Context: an optimization exercise on an open-source flow, tuned for small area. The choices shown serve that exercise and are no tape-out recipe. Function not checked in this run: the RTL went through the layout flow alone. No activity file was given, so power comes from the tool's default toggle rates.

**flow/run.sh**
```bash
#!/bin/bash
# synth_recipe.tcl (not shown) runs the flow's synth.tcl, then flattens the netlist and writes it again
# the make line also repeats each setting of config.mk as NAME=value (left out here)
make -C /OpenROAD-flow-scripts/flow DESIGN_CONFIG=/design/flow/config.mk WORK_HOME=/design/flow/orfs CLKGATE_MAP_FILE= SYNTH_SCRIPT=/design/flow/synth_recipe.tcl finish
```
**flow/config.mk**
```make
export PLATFORM = sky130hd
export DESIGN_NAME = mdu_rx_engine
export DESIGN_NICKNAME = mdu_rx_engine
export VERILOG_FILES = /design/flow/design.v
export SDC_FILE = /design/flow/constraint.sdc
export NUM_CORES = 4
export LEC_CHECK = 0
export CAP_MARGIN = 20
export CORE_MARGIN = 2
export CORE_UTILIZATION = 40
export PLACE_DENSITY = 0.6
export SLEW_MARGIN = 20
```
**flow/constraint.sdc**
```tcl
create_clock -name core_clock -period 10.0 [get_ports {clk}]
set_input_delay 2.0000 -clock core_clock [delete_from_list [all_inputs] [get_ports {clk}]]
set_output_delay 2.0000 -clock core_clock [all_outputs]
set_load 0.01 [all_outputs]
```
**flow/design.v**
```verilog
module mdu_rx_engine (
    input  wire        clk,
    input  wire        rst,           
    input  wire        t_valid,
    input  wire [31:0] t_us,
    output wire        t_ready,
    input  wire [2:0]  rate,          
    input  wire        selected,      
    input  wire        q_pop,         
    output reg         q_full,        
    output reg         rx_active,
    output reg         frame_start,   
    output reg         byte_valid,    
    output wire [7:0]  byte_data,
    output reg         pkt_done,      
    output wire        pkt_queued,
    output wire        pkt_nack,
    output wire        pkt_ack,
    output reg         ack_pulse,     
    output wire [31:0] ack_dur
);
    wire        lo8 = ~|t_us[31:8];
    wire        mid   = ~|t_us[31:12];
    wire [7:0]  y = t_us[7:0];
    wire [11:0] x = t_us[11:0];
    reg wz, wo, wa;
    always @* begin
        wz = 1'b0; wo = 1'b0; wa = 1'b0;
        if (rate[2]) begin
            wz = y >= 135 && y <= 165; wo = y >= 67 && y <= 82;  wa = y >= 202 && y <= 247;
        end else if (rate[1] & rate[0]) begin
            wz = y >= 60 && y <= 100;  wo = y >= 30 && y <= 50;  wa = y >= 90 && y <= 150;
        end else if (rate[1]) begin
            wz = y >= 30 && y <= 50;   wo = y >= 15 && y <= 25;  wa = y >= 45 && y <= 75;
        end else if (rate[0]) begin
            wz = y >= 15 && y <= 25;   wo = y >= 7 && y <= 12;   wa = y >= 30 && y <= 50;
        end
    end
    wire fz = mid && x >= 2160 && x <= 2640;
    wire fo = mid && x >= 1080 && x <= 1320;
    wire fa = mid && x >= 3240 && x <= 3960;
    wire c_zero = (lo8 & wz) | fz;
    wire c_one  = ~c_zero & ((lo8 & wo) | fo);
    wire c_ack  = ~c_zero & ~c_one & ((lo8 & wa) | fa);
    wire c_bit  = c_zero | c_one;
    reg fwin;
    always @(posedge clk) fwin <= fa;
    reg [6:0] dur;
    always @* begin
        if (fwin) dur = 7'd100;
        else case (rate)
            3'd1: dur = 7'd10;
            3'd2: dur = 7'd20;
            3'd3: dur = 7'd40;
            3'd4: dur = 7'd75;
            default: dur = 7'd100;
        endcase
    end
    assign ack_dur = {25'd0, dur};
    localparam [1:0] ST_PRE = 2'd0, ST_DATA = 2'd1, ST_END = 2'd2, ST_ACK = 2'd3;
    reg  [1:0] st;
    reg  [4:0] ph;
    assign t_ready = &ph;
    wire acc  = t_valid & t_ready;
    wire s_pre = st == ST_PRE, s_data = st == ST_DATA, s_end = st == ST_END, s_ack = st == ST_ACK;
    wire step = acc & s_data & c_bit;     
    always @(posedge clk) if (!step) ph <= ph + 5'd1;
    reg [7:0]  ab;       
    reg [31:0] c32;      
    reg [7:0]  c8;       
    reg [3:0]  cnt;
    assign byte_data = ab;
    always @(posedge clk) ab <= {ab[6:0], step ? c_one : ab[7]};
    wire fb32 = step & c32[31];
    localparam [31:0] POLY = 32'h04C11DB7;
    integer i;
    always @(posedge clk) begin
        c32[0] <= s_pre | (c32[31] ^ (step & c_one));
        for (i = 1; i < 32; i = i + 1)
            c32[i] <= c32[i-1] ^ (POLY[i] & fb32);
    end
    reg [7:0] vt;
    always @* begin
        case (cnt[2:0])
            3'd0: vt = 8'b01000000;
            3'd1: vt = 8'b00010000;
            3'd2: vt = 8'b00000100;
            3'd3: vt = 8'b00000001;
            3'd4: vt = 8'b01000110;
            3'd5: vt = 8'b10011101;
            3'd6: vt = 8'b01100001;
            default: vt = 8'b01011110;
        endcase
    end
    wire       fb8 = step & c8[0];
    wire [7:0] m8  = vt & {8{step & c_one}};
    always @(posedge clk) begin
        c8[7] <= ~s_pre & (c8[0] ^ m8[7]);
        c8[6] <= c8[7] ^ m8[6];
        c8[5] <= c8[6] ^ m8[5];
        c8[4] <= c8[5] ^ m8[4];
        c8[3] <= c8[4] ^ m8[3] ^ fb8;
        c8[2] <= c8[3] ^ m8[2] ^ fb8;
        c8[1] <= c8[2] ^ m8[1];
        c8[0] <= c8[1] ^ m8[0];
    end
    reg  [8:0] len;
    wire len_lt3 = ~|len[8:2];
    wire len_eq3 = ~|len[8:3] & (&len[2:0]);
    wire len_lt5 = ~|len[8:4] & (len[0] | ~len[1]) & (len[1] | ~len[2]) & (len[2] | ~len[3]);
    wire len_cap = len == 9'b011100110;
    reg  [1:0] cmd;
    wire [7:0] nb = {ab[6:0], c_one};    
    wire nb_ff = &nb[7:4];
    reg  [1:0] cls;
    always @* begin
        cls = 2'b00;
        if (nb == 8'hF2) cls = 2'b01;
        else if (nb == 8'hF7) cls = 2'b10;
        else if (nb == 8'hF8 || nb == 8'h08) cls = 2'b11;
    end
    reg nack, ack;
    assign pkt_nack   = nack;
    assign pkt_ack    = ack;
    assign pkt_queued = ~nack;
    wire crc8_ok  = ~|c8;
    wire crc32_ok = ~|c32;
    reg v_nack, v_ack;
    always @* begin
        if (len_lt5) begin
            v_nack = 1'b1; v_ack = 1'b0;
        end else if (q_full) begin
            v_nack = 1'b1; v_ack = (cmd == 2'b01) & crc8_ok;
        end else if (cmd == 2'b11) begin
            v_nack = ~crc32_ok; v_ack = ~crc32_ok;
        end else begin
            v_nack = ~crc8_ok; v_ack = (cmd == 2'b10) & ~crc8_ok;
        end
    end
    wire [3:0] n = cnt + {3'd0, ~&cnt};
    always @(posedge clk) begin
        frame_start <= 1'b0;
        byte_valid  <= 1'b0;
        pkt_done    <= 1'b0;
        ack_pulse   <= 1'b0;
        if (q_pop) q_full <= 1'b0;
        if (rst) begin
            st <= ST_PRE; cnt <= 4'd0; nack <= 1'b0; ack <= 1'b0;
            q_full <= 1'b0; rx_active <= 1'b0;
        end else if (acc) begin
            if (c_ack && !s_ack) begin
                st <= selected ? ST_ACK : ST_PRE;
                cnt <= {3'd0, selected};
            end else begin
                case (st)
                ST_PRE: begin
                    if (c_one) begin
                        if (!cnt[1]) cnt <= cnt + 4'd1;
                    end else if (c_zero && cnt[1]) begin
                        rx_active   <= 1'b1;
                        frame_start <= 1'b1;
                        cnt <= 4'd0; len <= 9'd0; cmd <= 2'b11;
                        st  <= ST_DATA;
                    end else begin
                        cnt <= 4'd0;
                    end
                end
                ST_DATA: begin
                    if (!c_bit) begin
                        st <= ST_PRE; cnt <= 4'd0;
                    end else if (cnt[2:0] == 3'd7) begin
                        cnt <= 4'd0;
                        if (len_cap) begin
                            st <= ST_PRE;
                        end else begin
                            len <= {len[7:0], ~(len[8] ^ len[4])};
                            if (len_lt3) begin
                                if (nb != 8'hFF) cmd <= 2'b00;
                            end else if (len_eq3) begin
                                cmd <= cmd[0] ? cls : 2'b00;
                            end
                            st <= ST_END;
                            byte_valid <= 1'b1;
                        end
                    end else begin
                        cnt <= cnt + 4'd1;
                    end
                end
                ST_END: begin
                    if (c_zero) begin
                        st <= ST_DATA;
                    end else if (c_one) begin
                        nack <= v_nack; ack <= v_ack;
                        if (!v_nack) q_full <= 1'b1;
                        pkt_done <= 1'b1;
                        cnt <= 4'd0;
                        st <= ST_ACK;
                    end else begin
                        st <= ST_PRE; cnt <= 4'd0;
                    end
                end
                default: begin
                    if (!selected || !c_ack) begin
                        st <= ST_PRE; cnt <= 4'd0; nack <= 1'b0; ack <= 1'b0;
                    end else begin
                        cnt <= n;
                        if ((n >= 4'd2 && n <= 4'd4 && nack) || (n >= 4'd6 && n <= 4'd8 && ack))
                            ack_pulse <= 1'b1;
                    end
                end
                endcase
            end
        end
    end
endmodule
```
==> impl_metrics.yaml <==
outcome:
  run_status: "timing/DRC/antenna clean"
setup_path:
  timing.critical_path.from_type: "input port"
  worst-r2r-cell-count: 5
  critPathCaptureType: "output port"
  crit_path_cell_trace: "clkdlybuf4s50_1 > nor2_1 > nand2_1 > a21o_1 > inv_1 > clkdlybuf4s50_1"
  crit_path_max_fanout: 16
  worst_ep_arrival_time_ns: 3.80
  cp_slowest_cell: "sky130_fd_sc_hd__clkdlybuf4s50_1"
  rr_endpoint: "ab[0]$_DFF_P_"
  slowest_delay_ns: 0.68
  cpMostUsedCell: "sky130_fd_sc_hd__clkdlybuf4s50_1"
  crit_type: "in -> out"
  worst_setup_slack_for_register_to_register_paths_ns: 7.27
  critical_path_required_ns: 8.00
  critical_path.reg2reg.startpoint: "st[0]$_SDFFE_PP0P_"
clock_network:
  cts_buffers: 9
  clock_latency_at_the_later_pin_of_the_worst_skew_pair_ns: 0.35
  clk_pin_slew_worst_paths_ns: 0.09
  cts.repair.resized: 0
  clockRootBuffer: "sky130_fd_sc_hd__clkbuf_8"
  holdBufCountCts: 0
  cts.path.max_buffers: 2
  cts-htree-levels: 3
  postCtsSetupBuffers: 0
  cts_tree: "yes"
  cts.sink_count: 79
floorplan:
  floorplan.initialDensity_pct: 40.7
  ios: 90
  row_count: 38
  die_outline_width_um: 109
  chipHeight_um: 109
  dieArea_mm2: 0.0118
  core_region_area_mm2: 0.0107
grt:
  grt_util_met1_pct: 24.8
  use_met3_pct: 4.70
  grt_remaining_overflow: 0
  globalRoute.busiestLayer: "met2"
  wire_length_of_the_first_global_routing_pass_um: 18100
  antenna_found_initial: 0
  grt_use_total_pct: 19.4
  grt_use_met2_pct: 32.8
  maximum_number_of_pins_on_one_net_before_global_route_repair: 17
  first_global_vias: 3694
power:
  power.share.sequential_pct: 52.1
  total_switching_power_mw: 0.161
  p_clk_share_pct: 39.0
  internal_power_mw: 0.459
  power.share.switching_pct: 25.9
  vdd_ir_drop_max_v: 0.0000744
  power.density_cell_area_mw_per_mm2: 119
  power_leakage_nw: 1.85
  p_comb_share_pct: 8.9
placement:
  dpl.cell_count: 656
  place_hpwl_um: 8220
  port_buffers: 64
  gp_congestion: 0.955
  detailedPlace.worstSlack_ns: 4.22
worst_hold_path:
  hold_path.class: "reg -> reg"
  timing.hold.worst.start: "c32[13]$_DFF_P_"
  whs_path_depth: 0
  hold-path-endpoint: "c32[14]$_DFF_P_"
sta:
  fin_ws_ns: 4.20
  clock.fmax_mhz: 172
  timing.slew.headroom_pct: 49.3
  drv_slew: 0
  grt_setup_unrepaired: "false"
  min_period_ns: 5.80
  timing.setup.tns_ns: 0
  timing.final.setup_violations: 0
  finalHoldViolations: 0
  worst-slew-pin-transition_ns: 0.741
  period_share_pct: 58.0
  clock-skew-final_ns: 0.0109
  worst_hold_slack_ns: 0.354
detailed_routing:
  post-route-drc-count: 0
  wirelength_um: 11000
  routed-via-count: 3826
  detail_route.first_pass.iterations: 5
  routed_via_density: 5.69
  route.antenna.remaining_nets: 0
  routed_wire_length_per_instance_um: 16.4
  drtIter0Drc: 376
layout:
  fin_util_pct: 48.4
  mostFrequentLayoutCells: "sky130_fd_sc_hd__clkdlybuf4s50_1 (64), sky130_fd_sc_hd__dfxtp_1 (63), sky130_fd_sc_hd__nand2_1 (31), sky130_fd_sc_hd__nor4_1 (27), sky130_fd_sc_hd__conb_1 (25)"
  drive_gt1_share_pct: 6.58
  layout.cells.most_common: "sky130_fd_sc_hd__clkdlybuf4s50_1"
  layout-area-overhead-vs-synth_pct: 18.8
  final_antenna_diode_count: 0
  fin_cells: 672
  final_nets: 578
synth:
  synth.avg_cell_area_um2: 9.19
  ys_seq_area_share_pct: 39.8
  synth.cell_area_mm2: 0.00438
  ys_ff_latch: 79
  synthArstFlopShare_pct: 0
  netlist_instances: 476
  netlist_cell_types: 72
  synth_ff_type: "sky130_fd_sc_hd__dfxtp_1"
  synth.yosys.warnings: 1
  synth_edf_count: 16
flow_run:
  cap_viol_max_count: 0
## critical path: cells and delay by family
kind	cells	cell delay [ns]
compound gates	1	0.20
buf+inv	3	1.25
simple gates	2	0.35
## final cells by class
type                       count  area [um2]
clock buffer                  10         149
clock inverter                 6        53.8
fill                        1056        5550
inverter                      18        67.6
multi-input combinational    354        2360
sequential                    79        1740
tap                          140         175
timing repair buffer          65         648
## worst max path at each step
stage / start / endpoint / slack [ns]
after floorplan: rate[1] / ack_dur[4] / 5.04
after global placement: rate[1] / ack_dur[3] / 4.26
after global routing: rate[1] / ack_dur[3] / 4.07
final: rate[1] / ack_dur[3] / 4.20
after detailed placement: rate[1] / ack_dur[3] / 4.22
after CTS: rate[1] / ack_dur[3] / 4.22
## Yosys cell counts, drive strengths merged (3+ instances only)
cell     instances  share of area [%]
dfxtp           63                 29
buf             31                5.2
nand2           31                2.7
nor4            27                3.9
nor2            25                2.2
xnor2           24                4.8
nand3           19                2.2
clkbuf          18                1.5
inv             18                1.5
a21oi           16                2.0
edfxtp          16                 11
nor3            13                1.5
o21ai           13                1.6
and2            12                1.7
ha              11                3.1
a2111oi         10                2.7
or3              8                1.1
a31oi            7                1.0
and3             7                1.0
a211oi           6                1.0
a21o             6                1.0
nand4            6               0.86
xor2             6                1.2
nor2b            5               0.71
o2111ai          5                1.0
o21a             5               0.86
o31ai            5               0.97
or2              5               0.71
a311oi           4                1.1
a41oi            4               0.80
mux2i            4               0.91
nand2b           4               0.57
nand3b           4               0.69
o31a             3               0.60
## power by group through the flow
stage,Sequential [mW],Combinational [mW],Clock [mW]
6_report,0.323,0.0551,0.241
5_1_grt,0.323,0.0595,0.262
4_1_cts,0.323,0.0542,0.247
3_5_place_dp,0.331,0.0541,0
3_3_place_gp,0.331,0.0540,0
2_1_floorplan,0.331,0.0355,0
## metrics by stage
| step | cell area (um2) | power, mW |
|---|---|---|
| after floorplan | 4470 | 0.366 |
| after global placement | 4990 | 0.385 |
| after detailed placement | 4990 | 0.385 |
| after CTS | 5200 | 0.624 |
| after global routing | 5200 | 0.644 |
| final | 5200 | 0.620 |
## logic make-up after synthesis
| family | synth area share [%] |
|---|---|
| buf+inv | 8.29 |
| compound gates | 19.3 |
| flops | 39.8 |
| other cells | 0.0857 |
| fa+ha+maj | 3.14 |
| simple gates | 21.9 |
| mux | 1.43 |
| xor+xnor | 6.00 |
## metal layers
layer / wire, um / up-vias
li1: - / 1833
met1: 4870 / 1812
met2: 5240 / 165
met3: 768 / 16
met4: 158 / 0
met5: 0 / -
## flip-flops by register name, summed over array words and instances, names as in the netlist, 2 cells and up
signal  cells
cnt         4
ab          8
ph          5
c32        32
c8          8
len         9
st          2
cmd         2

==> separate check: timing with driven ports <==
How much do the figures lean on ideal ports? The routed layout below was timed once more, with nothing changed but the port constraints.
Step 1 assumes that a clkbuf_16 drives the clock port and a buf_2 every other input.
Step 2, shift: input delay + t, output delay - t, t = (earliest + latest rising clock arrival at the registers) / 2. This alone moves slack from input paths to output paths.
a / b / c = ideal / step 1 / step 2; a / b = the first two.
t (ns): 0.379
setup slack, ns: 4.200 / 4.179 / 4.179
latest minus earliest clock arrival (ns): 0.011 / 0.011
cell pins on the clock port's net: 1
After both steps this run still meets setup and hold. For this run, drivers alone change the setup slack by -0.021 ns; drivers and shift together by -0.021 ns.
